This design comes from an exercise in tuning for small area, a short achievable clock period and few clock cycles per item on the open sky130 flow, not from production work. Only simulation tests tie the RTL to the original design; equivalence was not proved. Power is estimated from default activity; no workload was simulated.

[run.sh]
#!/bin/bash
# synth_recipe.tcl (not shown) runs the flow's synth.tcl, then flattens the netlist and writes it again
# the make line also repeats each setting of config.mk as NAME=value (left out here)
make -C /OpenROAD-flow-scripts/flow DESIGN_CONFIG=/design/flow/config.mk WORK_HOME=/design/flow/orfs CLKGATE_MAP_FILE= SYNTH_SCRIPT=/design/flow/synth_recipe.tcl finish
[config.mk]
export PLATFORM = sky130hd
export DESIGN_NAME = gsm7_alpha
export DESIGN_NICKNAME = gsm7_alpha
export VERILOG_FILES = /design/flow/design.v
export SDC_FILE = /design/flow/constraint.sdc
export NUM_CORES = 4
export LEC_CHECK = 0
export CAP_MARGIN = 20
export CORE_MARGIN = 2
export CORE_UTILIZATION = 40
export SLEW_MARGIN = 20
[constraint.sdc]
create_clock -name core_clock -period 8.0 [get_ports {clk}]
set_input_delay 1.6000 -clock core_clock [delete_from_list [all_inputs] [get_ports {clk}]]
set_output_delay 1.6000 -clock core_clock [all_outputs]
set_load 0.01 [all_outputs]
[design.v]
module gsm7_alpha (
    input  wire        clk,
    input  wire        rst,           
    input  wire        cmd_valid,
    output wire        cmd_ready,
    input  wire [2:0]  cmd_op,
    input  wire [15:0] cmd_len,
    input  wire        in_valid,
    output wire        in_ready,
    input  wire [31:0] in_data,
    output reg         out_valid,
    input  wire        out_ready,
    output reg  [20:0] out_data,
    output reg         res_valid,
    input  wire        res_ready,
    output reg  [7:0]  res_err,
    output reg  [15:0] res_count
);
    localparam [2:0] OP_ENC_STRICT  = 3'd0,
                     OP_ENC_REPLACE = 3'd1,
                     OP_ENC_IGNORE  = 3'd2,
                     OP_ENC_OTHER   = 3'd3,
                     OP_VALID       = 3'd4,
                     OP_DECODE      = 3'd5;
    localparam [7:0] ERR_OK                 = 8'h00,
                     ERR_INVALID_CHARACTER  = 8'h01,
                     ERR_UNSUPPORTED_POLICY = 8'h02,
                     ERR_BAD_OPCODE         = 8'h10,
                     ERR_IN_LEN             = 8'h12,
                     ERR_INPUT_RANGE        = 8'h13,
                     ERR_UNMAPPED_BYTE      = 8'h14;
    localparam [15:0] IN_CAP   = 16'd1024;
    localparam [6:0]  ESC      = 7'h1B;
    localparam [6:0]  QMARK    = 7'h3F;
    localparam [20:0] FALLBACK = 21'h000A0;
    localparam [2:0] S_IDLE   = 3'd0,
                     S_RUN    = 3'd1,    
                     S_DRAIN  = 3'd2,    
                     S_TAIL   = 3'd3,    
                     S_RESULT = 3'd4;    
    function automatic [20:0] basic_dec(input [7:0] c);
        case (c)
            8'h00: basic_dec = 21'h00040;
            8'h01: basic_dec = 21'h000A3;
            8'h02: basic_dec = 21'h00024;
            8'h03: basic_dec = 21'h000A5;
            8'h04: basic_dec = 21'h000E8;
            8'h05: basic_dec = 21'h000E9;
            8'h06: basic_dec = 21'h000F9;
            8'h07: basic_dec = 21'h000EC;
            8'h08: basic_dec = 21'h000F2;
            8'h09: basic_dec = 21'h000C7;
            8'h0A: basic_dec = 21'h0000A;
            8'h0B: basic_dec = 21'h000D8;
            8'h0C: basic_dec = 21'h000F8;
            8'h0D: basic_dec = 21'h0000D;
            8'h0E: basic_dec = 21'h000C5;
            8'h0F: basic_dec = 21'h000E5;
            8'h10: basic_dec = 21'h00394;
            8'h11: basic_dec = 21'h0005F;
            8'h12: basic_dec = 21'h003A6;
            8'h13: basic_dec = 21'h00393;
            8'h14: basic_dec = 21'h0039B;
            8'h15: basic_dec = 21'h003A9;
            8'h16: basic_dec = 21'h003A0;
            8'h17: basic_dec = 21'h003A8;
            8'h18: basic_dec = 21'h003A3;
            8'h19: basic_dec = 21'h00398;
            8'h1A: basic_dec = 21'h0039E;
            8'h1C: basic_dec = 21'h000C6;
            8'h1D: basic_dec = 21'h000E6;
            8'h1E: basic_dec = 21'h000DF;
            8'h1F: basic_dec = 21'h000C9;
            8'h20: basic_dec = 21'h00020;
            8'h21: basic_dec = 21'h00021;
            8'h22: basic_dec = 21'h00022;
            8'h23: basic_dec = 21'h00023;
            8'h24: basic_dec = 21'h000A4;
            8'h25: basic_dec = 21'h00025;
            8'h26: basic_dec = 21'h00026;
            8'h27: basic_dec = 21'h00027;
            8'h28: basic_dec = 21'h00028;
            8'h29: basic_dec = 21'h00029;
            8'h2A: basic_dec = 21'h0002A;
            8'h2B: basic_dec = 21'h0002B;
            8'h2C: basic_dec = 21'h0002C;
            8'h2D: basic_dec = 21'h0002D;
            8'h2E: basic_dec = 21'h0002E;
            8'h2F: basic_dec = 21'h0002F;
            8'h30: basic_dec = 21'h00030;
            8'h31: basic_dec = 21'h00031;
            8'h32: basic_dec = 21'h00032;
            8'h33: basic_dec = 21'h00033;
            8'h34: basic_dec = 21'h00034;
            8'h35: basic_dec = 21'h00035;
            8'h36: basic_dec = 21'h00036;
            8'h37: basic_dec = 21'h00037;
            8'h38: basic_dec = 21'h00038;
            8'h39: basic_dec = 21'h00039;
            8'h3A: basic_dec = 21'h0003A;
            8'h3B: basic_dec = 21'h0003B;
            8'h3C: basic_dec = 21'h0003C;
            8'h3D: basic_dec = 21'h0003D;
            8'h3E: basic_dec = 21'h0003E;
            8'h3F: basic_dec = 21'h0003F;
            8'h40: basic_dec = 21'h000A1;
            8'h41: basic_dec = 21'h00041;
            8'h42: basic_dec = 21'h00042;
            8'h43: basic_dec = 21'h00043;
            8'h44: basic_dec = 21'h00044;
            8'h45: basic_dec = 21'h00045;
            8'h46: basic_dec = 21'h00046;
            8'h47: basic_dec = 21'h00047;
            8'h48: basic_dec = 21'h00048;
            8'h49: basic_dec = 21'h00049;
            8'h4A: basic_dec = 21'h0004A;
            8'h4B: basic_dec = 21'h0004B;
            8'h4C: basic_dec = 21'h0004C;
            8'h4D: basic_dec = 21'h0004D;
            8'h4E: basic_dec = 21'h0004E;
            8'h4F: basic_dec = 21'h0004F;
            8'h50: basic_dec = 21'h00050;
            8'h51: basic_dec = 21'h00051;
            8'h52: basic_dec = 21'h00052;
            8'h53: basic_dec = 21'h00053;
            8'h54: basic_dec = 21'h00054;
            8'h55: basic_dec = 21'h00055;
            8'h56: basic_dec = 21'h00056;
            8'h57: basic_dec = 21'h00057;
            8'h58: basic_dec = 21'h00058;
            8'h59: basic_dec = 21'h00059;
            8'h5A: basic_dec = 21'h0005A;
            8'h5B: basic_dec = 21'h000C4;
            8'h5C: basic_dec = 21'h000D6;
            8'h5D: basic_dec = 21'h000D1;
            8'h5E: basic_dec = 21'h000DC;
            8'h5F: basic_dec = 21'h000A7;
            8'h60: basic_dec = 21'h000BF;
            8'h61: basic_dec = 21'h00061;
            8'h62: basic_dec = 21'h00062;
            8'h63: basic_dec = 21'h00063;
            8'h64: basic_dec = 21'h00064;
            8'h65: basic_dec = 21'h00065;
            8'h66: basic_dec = 21'h00066;
            8'h67: basic_dec = 21'h00067;
            8'h68: basic_dec = 21'h00068;
            8'h69: basic_dec = 21'h00069;
            8'h6A: basic_dec = 21'h0006A;
            8'h6B: basic_dec = 21'h0006B;
            8'h6C: basic_dec = 21'h0006C;
            8'h6D: basic_dec = 21'h0006D;
            8'h6E: basic_dec = 21'h0006E;
            8'h6F: basic_dec = 21'h0006F;
            8'h70: basic_dec = 21'h00070;
            8'h71: basic_dec = 21'h00071;
            8'h72: basic_dec = 21'h00072;
            8'h73: basic_dec = 21'h00073;
            8'h74: basic_dec = 21'h00074;
            8'h75: basic_dec = 21'h00075;
            8'h76: basic_dec = 21'h00076;
            8'h77: basic_dec = 21'h00077;
            8'h78: basic_dec = 21'h00078;
            8'h79: basic_dec = 21'h00079;
            8'h7A: basic_dec = 21'h0007A;
            8'h7B: basic_dec = 21'h000E4;
            8'h7C: basic_dec = 21'h000F6;
            8'h7D: basic_dec = 21'h000F1;
            8'h7E: basic_dec = 21'h000FC;
            8'h7F: basic_dec = 21'h000E0;
            default: basic_dec = 21'h00000;
        endcase
    endfunction
    function automatic [20:0] ext_dec(input [7:0] c);
        case (c)
            8'h0A: ext_dec = 21'h0000C;
            8'h14: ext_dec = 21'h0005E;
            8'h28: ext_dec = 21'h0007B;
            8'h29: ext_dec = 21'h0007D;
            8'h2F: ext_dec = 21'h0005C;
            8'h3C: ext_dec = 21'h0005B;
            8'h3D: ext_dec = 21'h0007E;
            8'h3E: ext_dec = 21'h0005D;
            8'h40: ext_dec = 21'h0007C;
            8'h65: ext_dec = 21'h020AC;
            default: ext_dec = 21'h00000;
        endcase
    endfunction
    function automatic [7:0] basic_enc(input [20:0] u);
        case (u)
            21'h0000A: basic_enc = {1'b1, 7'h0A};
            21'h0000D: basic_enc = {1'b1, 7'h0D};
            21'h00020: basic_enc = {1'b1, 7'h20};
            21'h00021: basic_enc = {1'b1, 7'h21};
            21'h00022: basic_enc = {1'b1, 7'h22};
            21'h00023: basic_enc = {1'b1, 7'h23};
            21'h00024: basic_enc = {1'b1, 7'h02};
            21'h00025: basic_enc = {1'b1, 7'h25};
            21'h00026: basic_enc = {1'b1, 7'h26};
            21'h00027: basic_enc = {1'b1, 7'h27};
            21'h00028: basic_enc = {1'b1, 7'h28};
            21'h00029: basic_enc = {1'b1, 7'h29};
            21'h0002A: basic_enc = {1'b1, 7'h2A};
            21'h0002B: basic_enc = {1'b1, 7'h2B};
            21'h0002C: basic_enc = {1'b1, 7'h2C};
            21'h0002D: basic_enc = {1'b1, 7'h2D};
            21'h0002E: basic_enc = {1'b1, 7'h2E};
            21'h0002F: basic_enc = {1'b1, 7'h2F};
            21'h00030: basic_enc = {1'b1, 7'h30};
            21'h00031: basic_enc = {1'b1, 7'h31};
            21'h00032: basic_enc = {1'b1, 7'h32};
            21'h00033: basic_enc = {1'b1, 7'h33};
            21'h00034: basic_enc = {1'b1, 7'h34};
            21'h00035: basic_enc = {1'b1, 7'h35};
            21'h00036: basic_enc = {1'b1, 7'h36};
            21'h00037: basic_enc = {1'b1, 7'h37};
            21'h00038: basic_enc = {1'b1, 7'h38};
            21'h00039: basic_enc = {1'b1, 7'h39};
            21'h0003A: basic_enc = {1'b1, 7'h3A};
            21'h0003B: basic_enc = {1'b1, 7'h3B};
            21'h0003C: basic_enc = {1'b1, 7'h3C};
            21'h0003D: basic_enc = {1'b1, 7'h3D};
            21'h0003E: basic_enc = {1'b1, 7'h3E};
            21'h0003F: basic_enc = {1'b1, 7'h3F};
            21'h00040: basic_enc = {1'b1, 7'h00};
            21'h00041: basic_enc = {1'b1, 7'h41};
            21'h00042: basic_enc = {1'b1, 7'h42};
            21'h00043: basic_enc = {1'b1, 7'h43};
            21'h00044: basic_enc = {1'b1, 7'h44};
            21'h00045: basic_enc = {1'b1, 7'h45};
            21'h00046: basic_enc = {1'b1, 7'h46};
            21'h00047: basic_enc = {1'b1, 7'h47};
            21'h00048: basic_enc = {1'b1, 7'h48};
            21'h00049: basic_enc = {1'b1, 7'h49};
            21'h0004A: basic_enc = {1'b1, 7'h4A};
            21'h0004B: basic_enc = {1'b1, 7'h4B};
            21'h0004C: basic_enc = {1'b1, 7'h4C};
            21'h0004D: basic_enc = {1'b1, 7'h4D};
            21'h0004E: basic_enc = {1'b1, 7'h4E};
            21'h0004F: basic_enc = {1'b1, 7'h4F};
            21'h00050: basic_enc = {1'b1, 7'h50};
            21'h00051: basic_enc = {1'b1, 7'h51};
            21'h00052: basic_enc = {1'b1, 7'h52};
            21'h00053: basic_enc = {1'b1, 7'h53};
            21'h00054: basic_enc = {1'b1, 7'h54};
            21'h00055: basic_enc = {1'b1, 7'h55};
            21'h00056: basic_enc = {1'b1, 7'h56};
            21'h00057: basic_enc = {1'b1, 7'h57};
            21'h00058: basic_enc = {1'b1, 7'h58};
            21'h00059: basic_enc = {1'b1, 7'h59};
            21'h0005A: basic_enc = {1'b1, 7'h5A};
            21'h0005F: basic_enc = {1'b1, 7'h11};
            21'h00061: basic_enc = {1'b1, 7'h61};
            21'h00062: basic_enc = {1'b1, 7'h62};
            21'h00063: basic_enc = {1'b1, 7'h63};
            21'h00064: basic_enc = {1'b1, 7'h64};
            21'h00065: basic_enc = {1'b1, 7'h65};
            21'h00066: basic_enc = {1'b1, 7'h66};
            21'h00067: basic_enc = {1'b1, 7'h67};
            21'h00068: basic_enc = {1'b1, 7'h68};
            21'h00069: basic_enc = {1'b1, 7'h69};
            21'h0006A: basic_enc = {1'b1, 7'h6A};
            21'h0006B: basic_enc = {1'b1, 7'h6B};
            21'h0006C: basic_enc = {1'b1, 7'h6C};
            21'h0006D: basic_enc = {1'b1, 7'h6D};
            21'h0006E: basic_enc = {1'b1, 7'h6E};
            21'h0006F: basic_enc = {1'b1, 7'h6F};
            21'h00070: basic_enc = {1'b1, 7'h70};
            21'h00071: basic_enc = {1'b1, 7'h71};
            21'h00072: basic_enc = {1'b1, 7'h72};
            21'h00073: basic_enc = {1'b1, 7'h73};
            21'h00074: basic_enc = {1'b1, 7'h74};
            21'h00075: basic_enc = {1'b1, 7'h75};
            21'h00076: basic_enc = {1'b1, 7'h76};
            21'h00077: basic_enc = {1'b1, 7'h77};
            21'h00078: basic_enc = {1'b1, 7'h78};
            21'h00079: basic_enc = {1'b1, 7'h79};
            21'h0007A: basic_enc = {1'b1, 7'h7A};
            21'h000A1: basic_enc = {1'b1, 7'h40};
            21'h000A3: basic_enc = {1'b1, 7'h01};
            21'h000A4: basic_enc = {1'b1, 7'h24};
            21'h000A5: basic_enc = {1'b1, 7'h03};
            21'h000A7: basic_enc = {1'b1, 7'h5F};
            21'h000BF: basic_enc = {1'b1, 7'h60};
            21'h000C4: basic_enc = {1'b1, 7'h5B};
            21'h000C5: basic_enc = {1'b1, 7'h0E};
            21'h000C6: basic_enc = {1'b1, 7'h1C};
            21'h000C7: basic_enc = {1'b1, 7'h09};
            21'h000C9: basic_enc = {1'b1, 7'h1F};
            21'h000D1: basic_enc = {1'b1, 7'h5D};
            21'h000D6: basic_enc = {1'b1, 7'h5C};
            21'h000D8: basic_enc = {1'b1, 7'h0B};
            21'h000DC: basic_enc = {1'b1, 7'h5E};
            21'h000DF: basic_enc = {1'b1, 7'h1E};
            21'h000E0: basic_enc = {1'b1, 7'h7F};
            21'h000E4: basic_enc = {1'b1, 7'h7B};
            21'h000E5: basic_enc = {1'b1, 7'h0F};
            21'h000E6: basic_enc = {1'b1, 7'h1D};
            21'h000E8: basic_enc = {1'b1, 7'h04};
            21'h000E9: basic_enc = {1'b1, 7'h05};
            21'h000EC: basic_enc = {1'b1, 7'h07};
            21'h000F1: basic_enc = {1'b1, 7'h7D};
            21'h000F2: basic_enc = {1'b1, 7'h08};
            21'h000F6: basic_enc = {1'b1, 7'h7C};
            21'h000F8: basic_enc = {1'b1, 7'h0C};
            21'h000F9: basic_enc = {1'b1, 7'h06};
            21'h000FC: basic_enc = {1'b1, 7'h7E};
            21'h00393: basic_enc = {1'b1, 7'h13};
            21'h00394: basic_enc = {1'b1, 7'h10};
            21'h00398: basic_enc = {1'b1, 7'h19};
            21'h0039B: basic_enc = {1'b1, 7'h14};
            21'h0039E: basic_enc = {1'b1, 7'h1A};
            21'h003A0: basic_enc = {1'b1, 7'h16};
            21'h003A3: basic_enc = {1'b1, 7'h18};
            21'h003A6: basic_enc = {1'b1, 7'h12};
            21'h003A8: basic_enc = {1'b1, 7'h17};
            21'h003A9: basic_enc = {1'b1, 7'h15};
            default: basic_enc = 8'h00;
        endcase
    endfunction
    function automatic [7:0] ext_enc(input [20:0] u);
        case (u)
            21'h0000C: ext_enc = {1'b1, 7'h0A};
            21'h0005B: ext_enc = {1'b1, 7'h3C};
            21'h0005C: ext_enc = {1'b1, 7'h2F};
            21'h0005D: ext_enc = {1'b1, 7'h3E};
            21'h0005E: ext_enc = {1'b1, 7'h14};
            21'h0007B: ext_enc = {1'b1, 7'h28};
            21'h0007C: ext_enc = {1'b1, 7'h40};
            21'h0007D: ext_enc = {1'b1, 7'h29};
            21'h0007E: ext_enc = {1'b1, 7'h3D};
            21'h020AC: ext_enc = {1'b1, 7'h65};
            default: ext_enc = 8'h00;
        endcase
    endfunction
    function automatic [7:0] repl_enc(input [20:0] u);
        case (u)
            21'h000E7: repl_enc = {1'b1, 7'h09};
            21'h00391: repl_enc = {1'b1, 7'h41};
            21'h00392: repl_enc = {1'b1, 7'h42};
            21'h00395: repl_enc = {1'b1, 7'h45};
            21'h00396: repl_enc = {1'b1, 7'h5A};
            21'h00397: repl_enc = {1'b1, 7'h48};
            21'h00399: repl_enc = {1'b1, 7'h49};
            21'h0039A: repl_enc = {1'b1, 7'h4B};
            21'h0039C: repl_enc = {1'b1, 7'h4D};
            21'h0039D: repl_enc = {1'b1, 7'h4E};
            21'h0039F: repl_enc = {1'b1, 7'h4F};
            21'h003A1: repl_enc = {1'b1, 7'h50};
            21'h003A4: repl_enc = {1'b1, 7'h54};
            21'h003A5: repl_enc = {1'b1, 7'h59};
            21'h003A7: repl_enc = {1'b1, 7'h58};
            default: repl_enc = 8'h00;
        endcase
    endfunction
    reg  [2:0]  state;
    reg  [2:0]  op;
    reg  [15:0] remaining;    
    reg  [15:0] count;        
    reg  [15:0] len;
    reg         esc;          
    reg         all_alpha;    
    reg         pend;         
    reg  [6:0]  pend_code;
    wire out_free = !out_valid || out_ready;
    wire [31:0] u       = in_data;
    wire        is_scalar = (u <= 32'h0010FFFF) && !(u >= 32'h0000D800 && u <= 32'h0000DFFF);
    wire [7:0]  b_enc   = basic_enc(u[20:0]);
    wire [7:0]  x_enc   = ext_enc(u[20:0]);
    wire [7:0]  r_enc   = repl_enc(u[20:0]);
    wire        b_hit   = is_scalar && b_enc[7];
    wire        x_hit   = is_scalar && x_enc[7];
    wire        r_hit   = is_scalar && r_enc[7];
    wire        is_byte = (u <= 32'h000000FF);
    wire [20:0] d_basic = basic_dec(u[7:0]);
    wire [20:0] d_ext   = ext_dec(u[7:0]);
    wire        d_ext_hit = is_byte && (u[7:0] == 8'h0A || u[7:0] == 8'h14 || u[7:0] == 8'h28 ||
                                        u[7:0] == 8'h29 || u[7:0] == 8'h2F || u[7:0] == 8'h3C ||
                                        u[7:0] == 8'h3D || u[7:0] == 8'h3E || u[7:0] == 8'h40 ||
                                        u[7:0] == 8'h65);
    wire is_decode = (op == OP_DECODE);
    wire is_valid_op = (op == OP_VALID);
    wire dec_keep = is_decode && esc && is_byte && !d_ext_hit;
    reg        step_emit;
    reg [20:0] step_data;
    reg        step_fault;
    reg [7:0]  step_err;
    reg        step_pend;
    reg [6:0]  step_pend_code;
    reg        step_esc;
    always @(*) begin
        step_emit      = 1'b0;
        step_data      = 21'd0;
        step_fault     = 1'b0;
        step_err       = ERR_OK;
        step_pend      = 1'b0;
        step_pend_code = 7'd0;
        step_esc       = esc;
        if (is_decode) begin
            if (!is_byte) begin
                step_fault = 1'b1;
                step_err   = ERR_INPUT_RANGE;
            end else if (esc) begin
                step_emit = 1'b1;
                step_data = d_ext_hit ? d_ext : FALLBACK;
                step_esc  = 1'b0;
            end else if (u[7:0] == {1'b0, ESC}) begin
                step_esc  = 1'b1;
            end else if (u[7]) begin
                step_fault = 1'b1;
                step_err   = ERR_UNMAPPED_BYTE;
            end else begin
                step_emit = 1'b1;
                step_data = d_basic;
            end
        end else if (is_valid_op) begin
            if (!is_scalar) begin
                step_fault = 1'b1;
                step_err   = ERR_INPUT_RANGE;
            end
        end else begin
            if (!is_scalar) begin
                step_fault = 1'b1;
                step_err   = ERR_INPUT_RANGE;
            end else if (b_hit) begin
                step_emit = 1'b1;
                step_data = {14'd0, b_enc[6:0]};
            end else if (x_hit) begin
                step_emit      = 1'b1;
                step_data      = {14'd0, ESC};
                step_pend      = 1'b1;
                step_pend_code = x_enc[6:0];
            end else begin
                case (op)
                    OP_ENC_STRICT: begin
                        step_fault = 1'b1;
                        step_err   = ERR_INVALID_CHARACTER;
                    end
                    OP_ENC_REPLACE: begin
                        step_emit = 1'b1;
                        step_data = {14'd0, r_hit ? r_enc[6:0] : QMARK};
                    end
                    OP_ENC_IGNORE: begin
                    end
                    default: begin
                        step_fault = 1'b1;
                        step_err   = ERR_UNSUPPORTED_POLICY;
                    end
                endcase
            end
        end
    end
    assign cmd_ready = (state == S_IDLE);
    assign in_ready  = (state == S_DRAIN) ||
                       (state == S_RUN && !pend && out_free && !dec_keep);
    wire run_step  = (state == S_RUN) && !pend && out_free && in_valid;
    wire in_fire   = in_valid && in_ready;
    wire last_elem = (remaining == 16'd1);
    always @(posedge clk) begin
        if (rst) begin
            state     <= S_IDLE;
            op        <= 3'd0;
            remaining <= 16'd0;
            count     <= 16'd0;
            len       <= 16'd0;
            esc       <= 1'b0;
            all_alpha <= 1'b1;
            pend      <= 1'b0;
            pend_code <= 7'd0;
            out_valid <= 1'b0;
            out_data  <= 21'd0;
            res_valid <= 1'b0;
            res_err   <= ERR_OK;
            res_count <= 16'd0;
        end else begin
            if (out_valid && out_ready)
                out_valid <= 1'b0;
            case (state)
                S_IDLE: begin
                    if (cmd_valid) begin
                        op        <= cmd_op;
                        len       <= cmd_len;
                        remaining <= cmd_len;
                        count     <= 16'd0;
                        esc       <= 1'b0;
                        all_alpha <= 1'b1;
                        pend      <= 1'b0;
                        res_err   <= ERR_OK;
                        if (cmd_op > OP_DECODE) begin
                            res_err <= ERR_BAD_OPCODE;
                            state   <= S_RESULT;
                        end else if (cmd_len > IN_CAP) begin
                            res_err <= ERR_IN_LEN;
                            state   <= S_RESULT;
                        end else if (cmd_len == 16'd0) begin
                            state   <= S_RESULT;
                        end else begin
                            state   <= S_RUN;
                        end
                    end
                end
                S_RUN: begin
                    if (pend) begin
                        if (out_free) begin
                            out_valid <= 1'b1;
                            out_data  <= {14'd0, pend_code};
                            count     <= count + 16'd1;
                            pend      <= 1'b0;
                            if (remaining == 16'd0)
                                state <= S_RESULT;
                        end
                    end else if (run_step) begin
                        if (step_fault) begin
                            res_err   <= step_err;
                            remaining <= remaining - 16'd1;
                            state     <= last_elem ? S_RESULT : S_DRAIN;
                        end else begin
                            if (step_emit) begin
                                out_valid <= 1'b1;
                                out_data  <= step_data;
                                count     <= count + 16'd1;
                            end
                            esc       <= step_esc;
                            pend      <= step_pend;
                            pend_code <= step_pend_code;
                            if (is_valid_op && !(b_hit || x_hit))
                                all_alpha <= 1'b0;
                            if (!dec_keep) begin
                                remaining <= remaining - 16'd1;
                                if (last_elem && !step_pend)
                                    state <= (is_decode && step_esc) ? S_TAIL : S_RESULT;
                            end
                        end
                    end
                end
                S_DRAIN: begin
                    if (in_fire) begin
                        remaining <= remaining - 16'd1;
                        if (last_elem)
                            state <= S_RESULT;
                    end
                end
                S_TAIL: begin
                    if (out_free) begin
                        out_valid <= 1'b1;
                        out_data  <= FALLBACK;
                        count     <= count + 16'd1;
                        state     <= S_RESULT;
                    end
                end
                S_RESULT: begin
                    if (!res_valid && !(out_valid && !out_ready)) begin
                        res_valid <= 1'b1;
                        if (res_err != ERR_OK)
                            res_count <= 16'd0;
                        else if (is_valid_op)
                            res_count <= {15'd0, all_alpha && (len != 16'd0)};
                        else
                            res_count <= count;
                    end
                    if (res_valid && res_ready) begin
                        res_valid <= 1'b0;
                        state     <= S_IDLE;
                    end
                end
                default: state <= S_IDLE;
            endcase
        end
    end
endmodule
==> reports/results.ini <==
[worst_setup_path]
rrSetupSlack_ns=3.96
path_class=in -> out
worst_setup_path_start_kind=input pin
required_ns=6.40
end_kind=primary output
cp.arrival_ns=5.42
cp_max_fo=24

[timing]
final.setup_skew_ns=0.00799
setup_viol_count_final=0
hold_viol_final=0
worstMarginPinSlew_ns=1.08
final.setup.worst_slack_ns=0.980
maxSlewHeadroom_pct=27.4
fin_crit_ns=7.02
max_freq_mhz=142
slew_viol_final=0
timing.setup.tns_ns=0
min_period_over_period_pct=87.7
rsz0062_at_grt=no

[detailed_routing]
drt_iter0_drc=1321
ant_nets=0
dr_total_vias=11032
routed_wl_mm=39.5
drc_errors=0
routedWlPerCell_um=24.4
via_per_inst=6.81
firstDrtPassIters=6

[global_routing]
grt-ovfl-total=0
grt_pass1_wl_mm=60.2
antenna_found_initial=0
grt_pass1_vias=10016
grt_max_degree=97
track_usage_pct=32.0

[power]
ir_worst_vdd_mv=0.0927
power_density_mw_per_mm2=141
leakagePower_nw=3.36

[placed_design]
post-place-ws_ns=1.10
dp_hpwl_mm=29.3
placed_cells=1604
portBuffers=91
gp_congestion=1.06
placed_area_mm2=0.0100

[clocking]
post_cts_buffers=0
numCtsBuffers=9
clkTransAtPathRegs_ns=0.06
cts_tree=yes
cts-htree-levels=3
clock_latency_ns=0.35
cts_hold_buf=0
cts_root_buffer=clkbuf_16
clockBufferDepth=2
cts_resized=0
clock_sinks=96

[layout]
layout.cells.non_filler=1620
stdcell_area_mm2=0.0103
antennaDiodeCount=0
area_delta_synth_final_pct=13.5
nets=1398
final_util_pct=45.9
drive_above_1_share_pct=6.59

[logic_synthesis]
ys_seq_elements=96
syn-cell-area_mm2=0.00909
synth_cell_type_count=100
synth-main-ff-cell=dfxtp_1
ys_async_sr_fraction_pct=0
ys_warn_count=1
synth_edf_count=0
synth_common_cells=nand2_1, a21oi_1, nor2_1, dfxtp_1, clkbuf_1
synth.most_common_cell=nand2_1
synth_top_area_share_pct=21.1
postSynthCellCount=1317
yosysSeqAreaShare_pct=21.1
yosysTopAreaCell=dfxtp_1
ys_top_cells_by_area=dfxtp_1, nand2_1, a21oi_1, nor2_1, o21ai_0
avgSynthCellArea_um2=6.90

[status]
status=finished clean

[floorplanning]
rows=55
die_area_mm2=0.0240
io_pins=106
design.core.area_mm2=0.0225
die_w_um=155
initial_core_util_pct=40.4
fp.dieH_um=155

[run]
cap_violations=0

[hold_path]
hold_path_class=reg -> reg

## cell families after synthesis
family	count (synthesis)	synth area share [%]
AO/OA/AOI/OAI	455	33.6
XOR/XNOR	3	0.289
adder cells (fa/ha/maj)	11	1.51
buffers and inverters	160	8.05
flip-flops	96	21.1
multiplexers	18	2.19
other	1	0.0412
AND/OR/NAND/NOR	573	33.1
## layer usage
layer | vias up | global-route usage [%] | wire (µm)
met2 | 603 | 51.7 | 17900
met4 | 0 | 14.6 | 1870
met3 | 123 | 4.65 | 3230
met5 | - | 0 | 0
met1 | 5290 | 42.4 | 16500
li1 | 5016 | - | -
## worst max-delay path, cell delays in order
cell             delay [ns]
clkdlybuf4s50_1        0.76
inv_1                  0.27
ha_1                   0.46
buf_4                  0.32
and3b_1                0.25
a2bb2oi_1              0.22
nand4_1                0.14
nor2_1                 0.39
nand2_1                0.17
a41oi_1                0.26
nor2_1                 0.07
clkdlybuf4s50_1        0.49
## final timing paths
path                                                start                   endpoint  depth (start not counted)
worst max-delay path                           in_data[0]                   in_ready                         12
worst min-delay path            pend_code[4]$_SDFFE_PP0P_  pend_code[4]$_SDFFE_PP0P_                          2
worst max register to register      state[0]$_SDFFE_PP0P_  remaining[8]$_SDFFE_PP0P_                         10
worst min register to register  pend_code[4]$_SDFFE_PP0P_  pend_code[4]$_SDFFE_PP0P_                          2
## registers in the layout, indices dropped and copies added, names as in the netlist, 3 cells and up
register,cells
count,16
len,16
remaining,16
res_count,16
out_data,10
pend_code,7
res_err,4
op,3
state,3
## report_power, final
part	leakage, nW	internal, mW	total (mW)	switching (mW)
Sequential	0.781	0.509	0.542	0.0332
Combinational	2.45	0.161	0.471	0.310
Clock	0.139	0.252	0.440	0.188
## per-stage QoR
stage / hold WS, ns / power, mW
2_1_floorplan: 0.428 / 0.848
3_3_place_gp: 0.435 / 1.01
3_5_place_dp: 0.443 / 1.01
4_1_cts: 0.451 / 1.45
5_1_grt: 0.472 / 1.52
6_report: 0.451 / 1.45
## cell type report
type,instances,area (µm²)
fill,2346,12200
multi-input combinational,1074,6520
sequential,96,1920
timing repair buffer,121,1120
tap,285,357
clock buffer,12,246
inverter,28,105
clock inverter,4,53.8
## layout by cell type, fill, tap and decap left out, types with 22 or more instances in the layout
master / count
o22ai_1: 27
nor3_1: 44
nor2_1: 106
nand2_1: 154
inv_1: 26
nor4_1: 33
a22oi_1: 29
buf_4: 31
o211ai_1: 24
nand4_1: 27
clkdlybuf4s50_1: 87
o21ai_0: 68
nand2b_1: 22
dfxtp_1: 96
a211oi_1: 29
a21oi_1: 114
nand3_1: 56
Testbench counts, summed over its fixed seeds: cycles 38,350, items 35,725.

## static timing again, ports no longer ideal
No port has a modelled driver above. Below, the same layout with a new extraction and two added sets of constraints. Step 1 (the two cells are an assumption about what drives the block):
set clk [get_ports {clk}]
set_driving_cell -lib_cell sky130_fd_sc_hd__clkbuf_16 $clk
set_driving_cell -lib_cell sky130_fd_sc_hd__buf_2 [delete_from_list [all_inputs] $clk]
Step 2 adds t to the input delays and takes it off the output delays; t is the mean of the earliest and latest rising clock arrival at the registers after step 1. Input paths then give back, and output paths get back, about the clock's delay inside the block. Slacks: no drivers / after step 1 / after step 2; pairs: no drivers / after step 1.
t (ns): 0.390
setup WS [ns]: 0.980 / 0.959 / 0.959
hold slack, ns: 0.451 / 0.451 / 0.451
clock arrival spread, ns: 0.010 / 0.010
After both steps this run still meets setup and hold. The setup slack of this run moves by -0.021 ns with the drivers and by -0.021 ns with both steps.
